This design comes from an exercise in tuning for small area on the open sky130 flow, not from production work.
The RTL was checked by simulation tests, not by an equivalence proof against the original design.

==> inputs of harbor <==
## kfs
module kfs (
    input  wire         clk,
    input  wire         rst,           
    input  wire         in_valid,
    input  wire [15:0]  in_word,
    input  wire [5:0]   buf_addr,
    output reg  [3:0]   ev,
    output reg          st_ill,
    output wire [3:0]   fs_idx,
    output wire         frame_done,
    output wire         dpt_ok,
    output wire [4:0]   rd_d1,
    output wire [4:0]   rd_d2,
    output wire [4:0]   rd_d3,
    output wire         rd_dp,
    output wire         rd_ind,
    output wire [4:0]   dpt_len,
    output wire [159:0] dpt_out,
    output wire [1:0]   cv_st,
    output wire [6:0]   cv_len,
    output wire [7:0]   cv_sum,
    output wire         cv_hold,
    output wire         cv_trunc,
    output wire [7:0]   buf_rd,
    output wire [1:0]   sc_stat,
    output wire [3:0]   sc_olen,
    output wire [95:0]  sc_out
);
==> module kfs_txt, before the edit <==
module kfs_txt (
    input  wire [43:0] slot,
    input  wire [3:0]  sp,
    input  wire        sg,
    input  wire [1:0]  fk,           
    input  wire        fp,           
    output reg  [54:0] tv,
    output reg  [3:0]  tlen
);
    localparam K_V = 2'd0;
    localparam K_I = 2'd1;
    localparam K_P = 2'd2;
    localparam K_E = 2'd3;
    localparam [4:0] C_DOT  = 5'h0E;     
    localparam [4:0] C_ZERO = 5'h10;     
    wire [4:0] ch [0:10];
    genvar g;
    generate
        for (g = 0; g <= 10; g = g + 1) begin : g_ch
            assign ch[g] = {!(g == 0 && sg), slot[4*g +: 4]};
        end
    endgenerate
    wire [3:0] n     = sp - {3'd0, sg};
    wire       point = (fk == K_V) || (fk == K_I && fp);    
    wire       few   = (n < 4'd4);
    reg [4:0] o [0:10];
    integer   j;
    always @* begin
        for (j = 0; j <= 10; j = j + 1)
            o[j] = C_ZERO;
        if (!point) begin
            for (j = 0; j <= 10; j = j + 1)
                if (j < sp) o[j] = ch[j];
                else if (j == sp) o[j] = (fk == K_P) ? C_DOT : C_ZERO;
            tlen = sp + ((fk == K_P) ? 4'd2 : (fk == K_E) ? 4'd1 : 4'd0);
        end else if (!few) begin
            for (j = 0; j <= 10; j = j + 1)
                if (j + 3 < sp) o[j] = ch[j];
                else if (j + 3 == sp) o[j] = C_DOT;
                else o[j] = ch[j-1];
            tlen = sp + ((fk == K_V) ? (fp ? 4'd0 : 4'd1) : 4'hF);
        end else if (fk == K_V) begin
            o[0] = C_ZERO;
            o[1] = C_DOT;
            o[2] = (n == 4'd3) ? ch[0] : C_ZERO;
            o[3] = (n == 4'd3) ? ch[1] : (n == 4'd2) ? ch[0] : C_ZERO;
            o[4] = (n == 4'd3) ? ch[2] : (n == 4'd2) ? ch[1] : ch[0];
            tlen = fp ? 4'd4 : 4'd5;
        end else begin
            if (sg) begin
                o[0] = ch[0];
                o[1] = C_ZERO;
                o[2] = C_DOT;
                o[3] = (n == 4'd3) ? ch[1] : C_ZERO;
                tlen = 4'd4;
            end else begin
                o[0] = C_ZERO;
                o[1] = C_DOT;
                o[2] = (n == 4'd3) ? ch[0] : C_ZERO;
                tlen = 4'd3;
            end
        end
        for (j = 0; j <= 10; j = j + 1)
            tv[5*j +: 5] = o[j];
    end
endmodule
make LEC_CHECK=0 CAP_MARGIN=20 CORE_MARGIN=2 CORE_UTILIZATION=60 CTS_BUF_LIST='sky130_fd_sc_hd__clkbuf_4 sky130_fd_sc_hd__clkbuf_8' PLACE_DENSITY=0.7 SLEW_MARGIN=20 SYNTH_HIERARCHICAL=1 finish   # period 20.0 ns
run.sh (not shown) runs the stock make flow with config.mk's settings and CLKGATE_MAP_FILE= SYNTH_SCRIPT=/design/flow/synth_recipe.tcl, a recipe that flattens the netlist after the stock synthesis.
==> pepper (differences from harbor) <==
--- a/flow/design.v
+++ b/flow/design.v
@@ -90,3 +90,27 @@
     input  wire        fp,           
-    output reg  [54:0] tv,
+    output wire [54:0] tv,
+    output wire [3:0]  tlen
+);
+    wire [10:0] s0, s1, sdot;
+    wire [4:2]  s2;
+    wire [4:3]  s3;
+    wire        s4;
+    kfs_txtsel u_sel (.sp(sp), .sg(sg), .fk(fk), .fp(fp),
+                      .s0(s0), .s1(s1), .s2(s2), .s3(s3), .s4(s4), .sdot(sdot),
+                      .tlen(tlen));
+    kfs_txtnib u_nib (.slot(slot), .sg(sg),
+                      .s0(s0), .s1(s1), .s2(s2), .s3(s3), .s4(s4), .sdot(sdot),
+                      .tv(tv));
+endmodule
+module kfs_txtsel (
+    input  wire [3:0]  sp,
+    input  wire        sg,
+    input  wire [1:0]  fk,
+    input  wire        fp,
+    output reg  [10:0] s0,
+    output reg  [10:0] s1,
+    output reg  [4:2]  s2,
+    output reg  [4:3]  s3,
+    output reg         s4,
+    output reg  [10:0] sdot,
     output reg  [3:0]  tlen
@@ -97,53 +121,75 @@
     localparam K_E = 2'd3;
-    localparam [4:0] C_DOT  = 5'h0E;     
-    localparam [4:0] C_ZERO = 5'h10;     
-    wire [4:0] ch [0:10];
+    wire [3:0] n     = sp - {3'd0, sg};
+    wire       point = (fk == K_V) || (fk == K_I && fp);    
+    wire       few   = (n < 4'd4);
+    wire       mA    = !point;                   
+    wire       mB    = point && !few;            
+    wire       mV    = point && few && (fk == K_V);    
+    wire       mI    = point && few && (fk == K_I);    
+    wire       isP   = (fk == K_P);
+    wire       n3    = (n == 4'd3);
+    wire       n2    = (n == 4'd2);
+    wire [14:0] th;
     genvar g;
+    assign th[0] = 1'b1;
     generate
-        for (g = 0; g <= 10; g = g + 1) begin : g_ch
-            assign ch[g] = {!(g == 0 && sg), slot[4*g +: 4]};
+        for (g = 0; g < 14; g = g + 1) begin : g_th
+            assign th[g+1] = (sp > g);
         end
     endgenerate
-    wire [3:0] n     = sp - {3'd0, sg};
-    wire       point = (fk == K_V) || (fk == K_I && fp);    
-    wire       few   = (n < 4'd4);
-    reg [4:0] o [0:10];
+    integer j;
+    always @* begin
+        for (j = 0; j <= 10; j = j + 1) begin
+            s0[j]   = (mA && th[j+1]) || (mB && th[j+4]);
+            s1[j]   = mB && !th[j+3];
+            sdot[j] = (mA && isP && !th[j+1] && th[j]) ||
+                      (mB && !th[j+4] && th[j+3]);
+        end
+        s0[0]   = s0[0] || (mI && sg);
+        sdot[1] = sdot[1] || ((mV || mI) && !sg);
+        sdot[2] = sdot[2] || (mI && sg);
+        s2[2]   = (mV || (mI && !sg)) && n3;
+        s2[3]   = (mV && n3) || (mI && sg && n3);
+        s3[3]   = mV && n2;
+        s2[4]   = mV && n3;
+        s3[4]   = mV && n2;
+        s4      = mV && !n3 && !n2;
+    end
+    wire [3:0] base  = (point && few) ? {3'b010, sg} : sp;
+    wire [3:0] delta = (fk == K_P) ? 4'd2 :
+                       (fk == K_E) ? 4'd1 :
+                       (fk == K_V) ? {3'd0, !fp} :
+                                     {4{fp}};
+    always @* tlen = base + delta;
+endmodule
+module kfs_txtnib (
+    input  wire [43:0] slot,
+    input  wire        sg,
+    input  wire [10:0] s0,
+    input  wire [10:0] s1,
+    input  wire [4:2]  s2,
+    input  wire [4:3]  s3,
+    input  wire        s4,
+    input  wire [10:0] sdot,
+    output reg  [54:0] tv
+);
+    wire [3:0] sl [0:10];
+    genvar g;
+    generate
+        for (g = 0; g <= 10; g = g + 1) begin : g_sl
+            assign sl[g] = slot[4*g +: 4];
+        end
+    endgenerate
+    reg [3:0] nib;
     integer   j;
     always @* begin
-        for (j = 0; j <= 10; j = j + 1)
-            o[j] = C_ZERO;
-        if (!point) begin
-            for (j = 0; j <= 10; j = j + 1)
-                if (j < sp) o[j] = ch[j];
-                else if (j == sp) o[j] = (fk == K_P) ? C_DOT : C_ZERO;
-            tlen = sp + ((fk == K_P) ? 4'd2 : (fk == K_E) ? 4'd1 : 4'd0);
-        end else if (!few) begin
-            for (j = 0; j <= 10; j = j + 1)
-                if (j + 3 < sp) o[j] = ch[j];
-                else if (j + 3 == sp) o[j] = C_DOT;
-                else o[j] = ch[j-1];
-            tlen = sp + ((fk == K_V) ? (fp ? 4'd0 : 4'd1) : 4'hF);
-        end else if (fk == K_V) begin
-            o[0] = C_ZERO;
-            o[1] = C_DOT;
-            o[2] = (n == 4'd3) ? ch[0] : C_ZERO;
-            o[3] = (n == 4'd3) ? ch[1] : (n == 4'd2) ? ch[0] : C_ZERO;
-            o[4] = (n == 4'd3) ? ch[2] : (n == 4'd2) ? ch[1] : ch[0];
-            tlen = fp ? 4'd4 : 4'd5;
-        end else begin
-            if (sg) begin
-                o[0] = ch[0];
-                o[1] = C_ZERO;
-                o[2] = C_DOT;
-                o[3] = (n == 4'd3) ? ch[1] : C_ZERO;
-                tlen = 4'd4;
-            end else begin
-                o[0] = C_ZERO;
-                o[1] = C_DOT;
-                o[2] = (n == 4'd3) ? ch[0] : C_ZERO;
-                tlen = 4'd3;
-            end
+        for (j = 0; j <= 10; j = j + 1) begin
+            nib = ({4{s0[j]}} & sl[j]) |
+                  ((j >= 1) ? ({4{s1[j]}} & sl[j >= 1 ? j-1 : 0]) : 4'd0) |
+                  ((j >= 2 && j <= 4) ? ({4{s2[j >= 2 && j <= 4 ? j : 2]}} & sl[j >= 2 ? j-2 : 0]) : 4'd0) |
+                  ((j >= 3 && j <= 4) ? ({4{s3[j >= 3 && j <= 4 ? j : 3]}} & sl[j >= 3 ? j-3 : 0]) : 4'd0) |
+                  ((j == 4) ? ({4{s4}} & sl[0]) : 4'd0) |
+                  ({4{sdot[j]}} & 4'hE);
+            tv[5*j +: 5] = {(j == 0) ? !sg : !sdot[j], nib};
         end
-        for (j = 0; j <= 10; j = j + 1)
-            tv[5*j +: 5] = o[j];
     end
==> flow/flow/run.sh (new file) <==
#!/bin/bash
# Standard layout, with the smallest buffer on each input and output port
# in place of the default port buffer, gates off the critical paths
# downsized after global routing (power recovery on all paths), and a
# clock tree without dummy loads.
set -euo pipefail
export BUFFER_PORTS_ARGS="-buffer_cell sky130_fd_sc_hd__buf_1"
export RECOVER_POWER=100
export CTS_ARGS="-sink_clustering_enable -repair_clock_nets -sink_clustering_size 30 -sink_clustering_max_diameter 100 -buf_list {sky130_fd_sc_hd__clkbuf_8 sky130_fd_sc_hd__clkbuf_16} -dont_use_dummy_load"
bash standard.sh > standard.log 2>&1
==> flow/standard.sh (new file) <==
#!/bin/bash
# synth_recipe.tcl (not shown) runs the flow's synth.tcl, then flattens the netlist and writes it again
# the make line also repeats each setting of config.mk as NAME=value (left out here)
make -C /OpenROAD-flow-scripts/flow DESIGN_CONFIG=/design/flow/config.mk WORK_HOME=/design/flow/orfs CLKGATE_MAP_FILE= SYNTH_SCRIPT=/design/flow/synth_recipe.tcl "${@:-finish}"
Settings changed: CORE_UTILIZATION 60 to 30, CTS_BUF_LIST sky130_fd_sc_hd__clkbuf_4 sky130_fd_sc_hd__clkbuf_8 to sky130_fd_sc_hd__clkbuf_8 sky130_fd_sc_hd__clkbuf_16, CTS_CLUSTER_DIAMETER set to 100, CTS_CLUSTER_SIZE set to 30, PLACE_DENSITY 0.7 to 0.5.
removed: flow/run.sh
==> indigo (differences from harbor) <==
Settings changed: CORE_UTILIZATION 60 to 30, CTS_BUF_LIST sky130_fd_sc_hd__clkbuf_4 sky130_fd_sc_hd__clkbuf_8 to not set, PLACE_DENSITY 0.7 to 0.5.
==> impl_metrics.tcl <==
set metrics [dict create \
    status "failed layout checks" \
    cap_violations 6 \
    multi_input_area_share_pct 26.7 \
    tap_cells 1165 \
    start_util_pct 30.3 \
    so.violations "capacitance limit, slew limit" \
    slew_violations 386 \
    grtUsageTotal_pct 15.3 \
]
[end of results for pepper]
==> impl_metrics.tcl <==
set metrics [dict create \
    start_util_pct 30.1 \
    slew_violations 0 \
    status "timing/DRC/antenna clean" \
    grtUsageTotal_pct 17.0 \
    cap_violations 0 \
]
[end of results for indigo]
==> impl_metrics.tcl <==
set metrics [dict create \
    status "timing/DRC/antenna clean" \
    switching_share_pct 21.5 \
    start_util_pct 60.7 \
    cap_violations 0 \
    slew_violations 0 \
    cts_sinks 610 \
    dp_hpwl_microns 52000 \
    multi_input_area_share_pct 26.7 \
    grtUsageTotal_pct 31.0 \
]
[end of results for harbor]

[afterwards: timing with drivers on the ports]
How much do the figures lean on ideal ports? The routed layouts below were timed once more, with nothing changed but the port constraints. Step 1 sets driving cells, clkbuf_16 on the clock port and buf_2 on the other inputs (assumed; they add their load-dependent delay and slew). Step 2 also shifts input and output timing later by t, the mid clock arrival at the registers, as if the neighbouring blocks saw the same clock. Slacks: ideal / step 1 / step 2; pairs: ideal / step 1.
| run | shift t [ns] | slack for setup (ns) | clock arrival spread, ns | pins driven straight from the clock port |
|---|---|---|---|---|
| harbor | 0.735 | 6.913 / 6.881 / 6.881 | 0.038 / 0.038 | 1 |
| pepper | 0.640 | 5.112 / 5.159 / 4.519 | 0.130 / 0.130 | 1 |
| indigo | 0.673 | 6.848 / 6.819 / 6.819 | 0.030 / 0.031 | 1 |
For pepper, which loses most, drivers alone change the setup slack by +0.047 ns; drivers and shift together by -0.593 ns.
